This is an optimization exercise on Yosys and OpenROAD, whose aim is a short achievable clock period and few clock cycles, not a production implementation.
The RTL was checked by simulation tests, not by an equivalence proof against the original design.
Power figures rest on the tool's default switching activity, not on a simulated workload.

Setup of run a:
// uc1609_framer
module uc1609_framer (
    input  wire        clk,
    input  wire        rst,           
    input  wire        req_valid,
    input  wire [31:0] req_word,
    output wire        req_ready,
    output reg         sts_valid,
    output reg  [1:0]  sts_kind,      
    output reg  [3:0]  sts_code,      
    output wire [3:0]  fault_code,
    output wire [31:0] fault_req,
    output reg         fm_re,
    output reg  [16:0] fm_addr,
    input  wire [7:0]  fm_rdata,
    input  wire [16:0] fm_size,
    output reg         ev_valid,
    output reg  [2:0]  ev_type,
    output reg  [7:0]  ev_data,
    input  wire        ev_ready
);
    localparam [2:0] EV_TXN_BEGIN = 3'd0, EV_TXN_END = 3'd1,
                     EV_CS_ASSERT = 3'd2, EV_CS_DEASSERT = 3'd3,
                     EV_CD_COMMAND = 3'd4, EV_CD_DATA = 3'd5,
                     EV_BYTE = 3'd6, EV_RESET_PULSE = 3'd7;
    localparam [1:0] ST_DONE = 2'd0, ST_FAULT = 2'd1, ST_REJECTED = 2'd2;
    localparam [3:0] F_ILLEGAL_OP = 4'd1, F_RESERVED = 4'd2, F_VALUE_RANGE = 4'd3,
                     F_OVERLAP = 4'd4, F_ADDR_RANGE = 4'd5, F_NO_FONT = 4'd6,
                     F_FONT_OOB = 4'd7, F_GLYPH_WIDTH = 4'd8, F_CURSOR_OVF = 4'd9;
    localparam [7:0] OP_SENDCMD = 8'h01, OP_SETCUR = 8'h02, OP_CONTRAST = 8'h03,
                     OP_SCROLL = 8'h04, OP_ROTATE = 8'h05, OP_INVERT = 8'h06,
                     OP_ALLON = 8'h07, OP_DISPEN = 8'h08, OP_SYSRST = 8'h09,
                     OP_HWRST = 8'h0A, OP_INIT = 8'h0B, OP_PWRDN = 8'h0C,
                     OP_CLEAR = 8'h0D, OP_SETFONT = 8'h0E, OP_SETSCALE = 8'h0F,
                     OP_SETAA = 8'h10, OP_PUTC = 8'h11, OP_PUTCAT = 8'h12;
    localparam [7:0] VBIAS_DEFAULT = 8'h49;
  ...
Size: roughly 4500 cells after synthesis, about 1100 flip-flops, about 48000 sq um of cells after synthesis.
clock: 12.0 ns
lec_check: 0
cap_margin: 20
core_margin: 2
core_utilization: 65
cts_cluster_diameter: 300
cts_cluster_size: 30
slew_margin: 20
standard.sh (not shown) runs the stock make flow with config.mk's settings and CLKGATE_MAP_FILE= SYNTH_SCRIPT=/design/flow/synth_recipe.tcl, a recipe that flattens the netlist after the stock synthesis.
==> flow/flow/run.sh <==
#!/bin/bash
set -euo pipefail
export BUFFER_PORTS_ARGS="-buffer_cell sky130_fd_sc_hd__buf_4"
bash standard.sh > standard_flow.log 2>&1
Testbench counts of run a, summed over its fixed seeds: cycles 127,442.
#### Input delta (run b over run a)
--- a/flow/design.v
+++ b/flow/design.v
@@ -657,39 +657,25 @@
             busy_q <= 1'b1;
         end else if (d_take) begin
             rdy_q  <= 1'b1;
             busy_q <= 1'b0;
         end else begin
             rdy_q  <= !busy_q;
         end
         if (rst_q) begin
+            wv_q         <= 1'b0;
             col_q        <= 16'd0;
             row_q        <= 3'd0;
             scale2_q     <= 1'b0;
             aa_q         <= 1'b0;
             font_valid_q <= 1'b0;
             contrast_q   <= VBIAS_DEFAULT;
             orient_q     <= 8'h00;
             df_q         <= 4'd0;
-        end else if (d_commit) begin
-            if (s5_fs)
-                df_q <= s5_code;
-            if (s5_crwe) begin
-                col_q <= s4_col;
-                row_q <= s4_row;
-            end
-            if (s5_contrast) contrast_q   <= fa;
-            if (s5_rotate)   orient_q     <= fa;
-            if (s5_font)     font_valid_q <= 1'b1;
-            if (s5_scale)    scale2_q     <= s1_sc2;
-            if (s5_aa)       aa_q         <= fa[0];
-        end
-        if (rst) begin
-            wv_q         <= 1'b0;
             jv           <= 1'b0;
             d_idle <= 1'b1; d_s1 <= 1'b0; d_s2 <= 1'b0; d_s3 <= 1'b0;
             d_s4 <= 1'b0; d_s5 <= 1'b0; d_s6 <= 1'b0;
             fr_iss       <= 2'd3;
             fr_got       <= 2'd3;
             fr_done      <= 1'b0;
             es           <= 13'd1;
             p_last       <= 1'b0;
@@ -733,16 +719,29 @@
                 d_idle <= 1'b1;
             end
             d_s1 <= d_take;
             if (d_take) d_idle <= 1'b0;
             if (d_commit)
                 jv <= 1'b1;
             else if (e_load)
                 jv <= 1'b0;
+            if (d_commit) begin
+                if (s5_fs)
+                    df_q <= s5_code;
+                if (s5_crwe) begin
+                    col_q <= s4_col;
+                    row_q <= s4_row;
+                end
+                if (s5_contrast) contrast_q   <= fa;
+                if (s5_rotate)   orient_q     <= fa;
+                if (s5_font)     font_valid_q <= 1'b1;
+                if (s5_scale)    scale2_q     <= s1_sc2;
+                if (s5_aa)       aa_q         <= fa[0];
+            end
             es <= es_n;
             if (e_load)
                 p_last <= !j_ev || (j_pulse && !j_txn);
             else
                 p_last <= es_n[X_TE] || es_n[X_STS] || (es_n[X_PULSE] && !e_txn);
             if (e_load && j_glyph)
                 pf_act <= 1'b1;
             else if (pf_act && pf_iss == 3'd4)
Notes after the runs:
~same utilization in run b and run a
Run b falls short of run a in final hold slack.
Power: run b draws less than run a
Run b: done, clean on timing, DRC and antenna
Taking run a as the reference, in run b portion of the layout cell area used by clock cells did not really move; synthesized cell count saw an increase; final non-filler cell total rose by 33.
Source of the critical timing path = fm_re$_SDFF_PP0_: run a; source of the critical timing path = ev_data[5]$_DFF_P_: run b
Final routed wirelength across all metal layers of run b exceeds that of run a slightly.
Testbench counts of run b, summed over its fixed seeds: cycles 127,442.

* * *

Another version of the RTL of uc1609_framer (not shown whole).
Size in the first run: ~4,500 cells after synthesis, ~140 I/O pins, ~0.048 mm2 of cells after synthesis.
clock: 12.0 ns
lec_check: 0
cap_margin: 20
core_margin: 2
core_utilization: 65
cts_cluster_diameter: 200
cts_cluster_size: 20
slew_margin: 20
Scripts as last shown in full above: flow/flow/run.sh
Testbench counts at the start, summed over its fixed seeds: cycles 127,442.
Then changed:
--- a/flow/design.v
+++ b/flow/design.v
@@ -225,14 +225,17 @@
     reg        s_v, s_ev, s_last;
     reg [2:0]  s_t;
     reg [7:0]  s_d;
     reg [1:0]  s_k;
     reg [3:0]  s_c;
     reg [3:0]  fo_code;
     reg [31:0] fo_req;
+    reg        fv;             
+    reg [2:0]  ev_sh_t;        
+    reg [7:0]  ev_sh_d;        
     assign fault_code = fo_code;
     assign fault_req  = fo_req;
     wire go = !s_v;
     wire p_has = es[X_PULSE] | es[X_TB] | es[X_CSA] | es[X_FR] | es[X_RUN] |
                  es[X_SP] | es[X_CSD] | es[X_TE] | es[X_STS];
     wire p_ev   = !es[X_STS];
     reg  p_last;               
@@ -637,14 +640,15 @@
     wire [7:0] src_d    = s_v ? s_d    : p_d;
     wire [1:0] src_k    = s_v ? s_k    : e_kind;
     wire [3:0] src_c    = s_v ? s_c    : e_code;
     wire ev_take = src_v && src_ev && (o_empty ? 1'b1 : (ev_ready && !o_last));
     wire st_take = src_v && !src_ev && o_empty;
     wire take    = ev_take || st_take;
     wire o_bub   = !o_empty && ev_ready && o_last;
+    wire fv_n    = !rst_q && (fv || (st_take && src_k == ST_FAULT));
     always @(posedge clk) begin
         if (rst) begin
             rdy_q  <= 1'b0;
             busy_q <= 1'b1;
         end else if (rst_q) begin
             rdy_q  <= 1'b1;
             busy_q <= 1'b0;
@@ -680,16 +684,15 @@
             fm_re        <= 1'b0;
             tag0_q       <= T_NONE;
             tag1_q       <= T_NONE;
             ev_valid     <= 1'b0;
             o_empty      <= 1'b1;
             s_v          <= 1'b0;
             sts_valid    <= 1'b0;
-            fo_code      <= 4'd0;
-            fo_req       <= 32'd0;
+            fv           <= 1'b0;
         end else begin
             if (acc)
                 wv_q <= 1'b1;
             else if (d_take)
                 wv_q <= 1'b0;
             fm_re  <= pf_act || e_slow_rd || d_rd_ok;
             tag0_q <= pf_act ? T_PF : e_slow_rd ? T_SLOW : d_rd_ok ? T_FONT : T_NONE;
@@ -747,18 +750,16 @@
             sts_valid <= o_bub || st_take;
             ev_valid  <= ev_take || (!o_empty && !ev_ready);
             o_empty   <= !(ev_take || (!o_empty && !ev_ready));
             if (s_v)
                 s_v <= !take;
             else
                 s_v <= p_push && !take;
-            if (st_take && src_k == ST_FAULT) begin
-                fo_code <= df_q;
-                fo_req  <= dfr_q;
-            end
+            if (st_take && src_k == ST_FAULT)
+                fv <= 1'b1;
         end
     end
     always @(posedge clk) begin
         fm_size_q <= fm_size;
         fsm3_q    <= fm_size_q - 17'd3;
         adv_q     <= scale2_q ? ({1'b0, fw_q, 1'b0} + 10'd2) : ({2'b00, fw_q} + 10'd1);
         bf3_q     <= {2'b00, fontbase_q} + {10'd0, fw_q} + 18'd3;
@@ -945,44 +946,40 @@
                 pf_addr <= pf_addr + 17'd1;
             end
             if (e_slow_rd)
                 pf_addr <= pf_addr + 17'd1;
             if (tag1_q == T_PF)
                 pf_got <= pf_got + 3'd1;
         end
-        if (pf_act || e_slow_rd)
-            fm_addr <= pf_addr;
-        else if (d_rd_ok)
-            fm_addr <= font_rd_addr;
+        fm_addr <= (pf_act || e_slow_rd) ? pf_addr : font_rd_addr;
         if (tag1_q == T_PF)
             gb <= {fm_rdata, gb[39:8]};
         if (tag1_q == T_SLOW)
             sb <= fm_rdata;
         if (pf_bld) begin
             nb   <= gbb[7:0];
             dsel <= 24'd2;
         end else if (es[X_RUN] && !seg[Y_CLR] && go) begin
             nb   <= gnext;
             dsel <= {dsel[22:0], 1'b0};
         end
         if (ev_take) begin
-            ev_type <= src_t;
-            ev_data <= src_d;
+            ev_sh_t <= ~src_t;
+            ev_sh_d <= ~src_d;
             o_last  <= src_last;
         end
+        ev_type <= ev_take ? src_t : ~ev_sh_t;
+        ev_data <= ev_take ? src_d : ~ev_sh_d;
         if (p_push) begin
             s_ev   <= p_ev;
             s_last <= p_last;
             s_t    <= p_t;
             s_d    <= p_d;
             s_k    <= e_kind;
             s_c    <= e_code;
         end
-        if (st_take) begin
-            sts_kind <= src_k;
-            sts_code <= src_c;
-        end else if (!o_empty && o_last) begin
-            sts_kind <= ST_DONE;
-            sts_code <= 4'd0;
-        end
+        sts_kind <= st_take ? src_k : ST_DONE;
+        sts_code <= st_take ? src_c : 4'd0;
+        fo_code  <= fv_n ? df_q  : 4'd0;
+        fo_req   <= fv_n ? dfr_q : 32'd0;
     end
 endmodule
Result:
- setup slack gets better by 0.071 ns
- combinational power increases by about 1%
- wire length decreases by about 1%
- core utilization increases by 0.15 points
- global-route usage decreases by 0.29 points
- sequential share of layout area decreases by 0.19 points
- die area increases by about 0.37%
- power increases by about 1%
- worst hold slack gets worse by 0.0038 ns
- fmax increases by about 2%
- area after synthesis increases by 0.38%
- final area increases by about 0.4%
- via count decreases by about 0.6%
Testbench counts after the change, summed over its fixed seeds: cycles 127,442.

## port drivers added, routing unchanged
The results above use ideal ports. As a check the final layouts listed here were re-extracted and re-timed, cells and wires unchanged. Step 1: set_driving_cell puts a clkbuf_16 on clk and a buf_2 on each other input, an assumption about the parent block. Step 2 times the ports against the registers' clock, not the clock port: input delays grow and output delays shrink by t, the midpoint of the rising clock arrivals with the driver on. a / b / c = ideal ports / drivers / drivers and shift; a / b = the first two.
run | t, ns | setup slack, ns | hold WS [ns] | worst data-port slew with drivers (ns) | pins driven straight from the clock port
run a | 0.693 | 8.434 / 8.365 / 7.995 | 0.333 / 0.333 / 0.333 | 0.07 | 1
run b | 0.695 | 8.494 / 8.427 / 8.278 | 0.329 / 0.329 / 0.329 | 0.08 | 1
the first run of note 2 | 0.730 | 8.378 / 8.309 / 8.252 | 0.331 / 0.331 / 0.331 | 0.08 | 1
the second run of note 2 | 0.732 | 8.449 / 8.381 / 8.293 | 0.327 / 0.327 / 0.327 | 0.07 | 1
After both steps every run listed still meets setup and hold. For run a, which loses most, drivers alone change the setup slack by -0.069 ns; drivers and shift together by -0.439 ns.
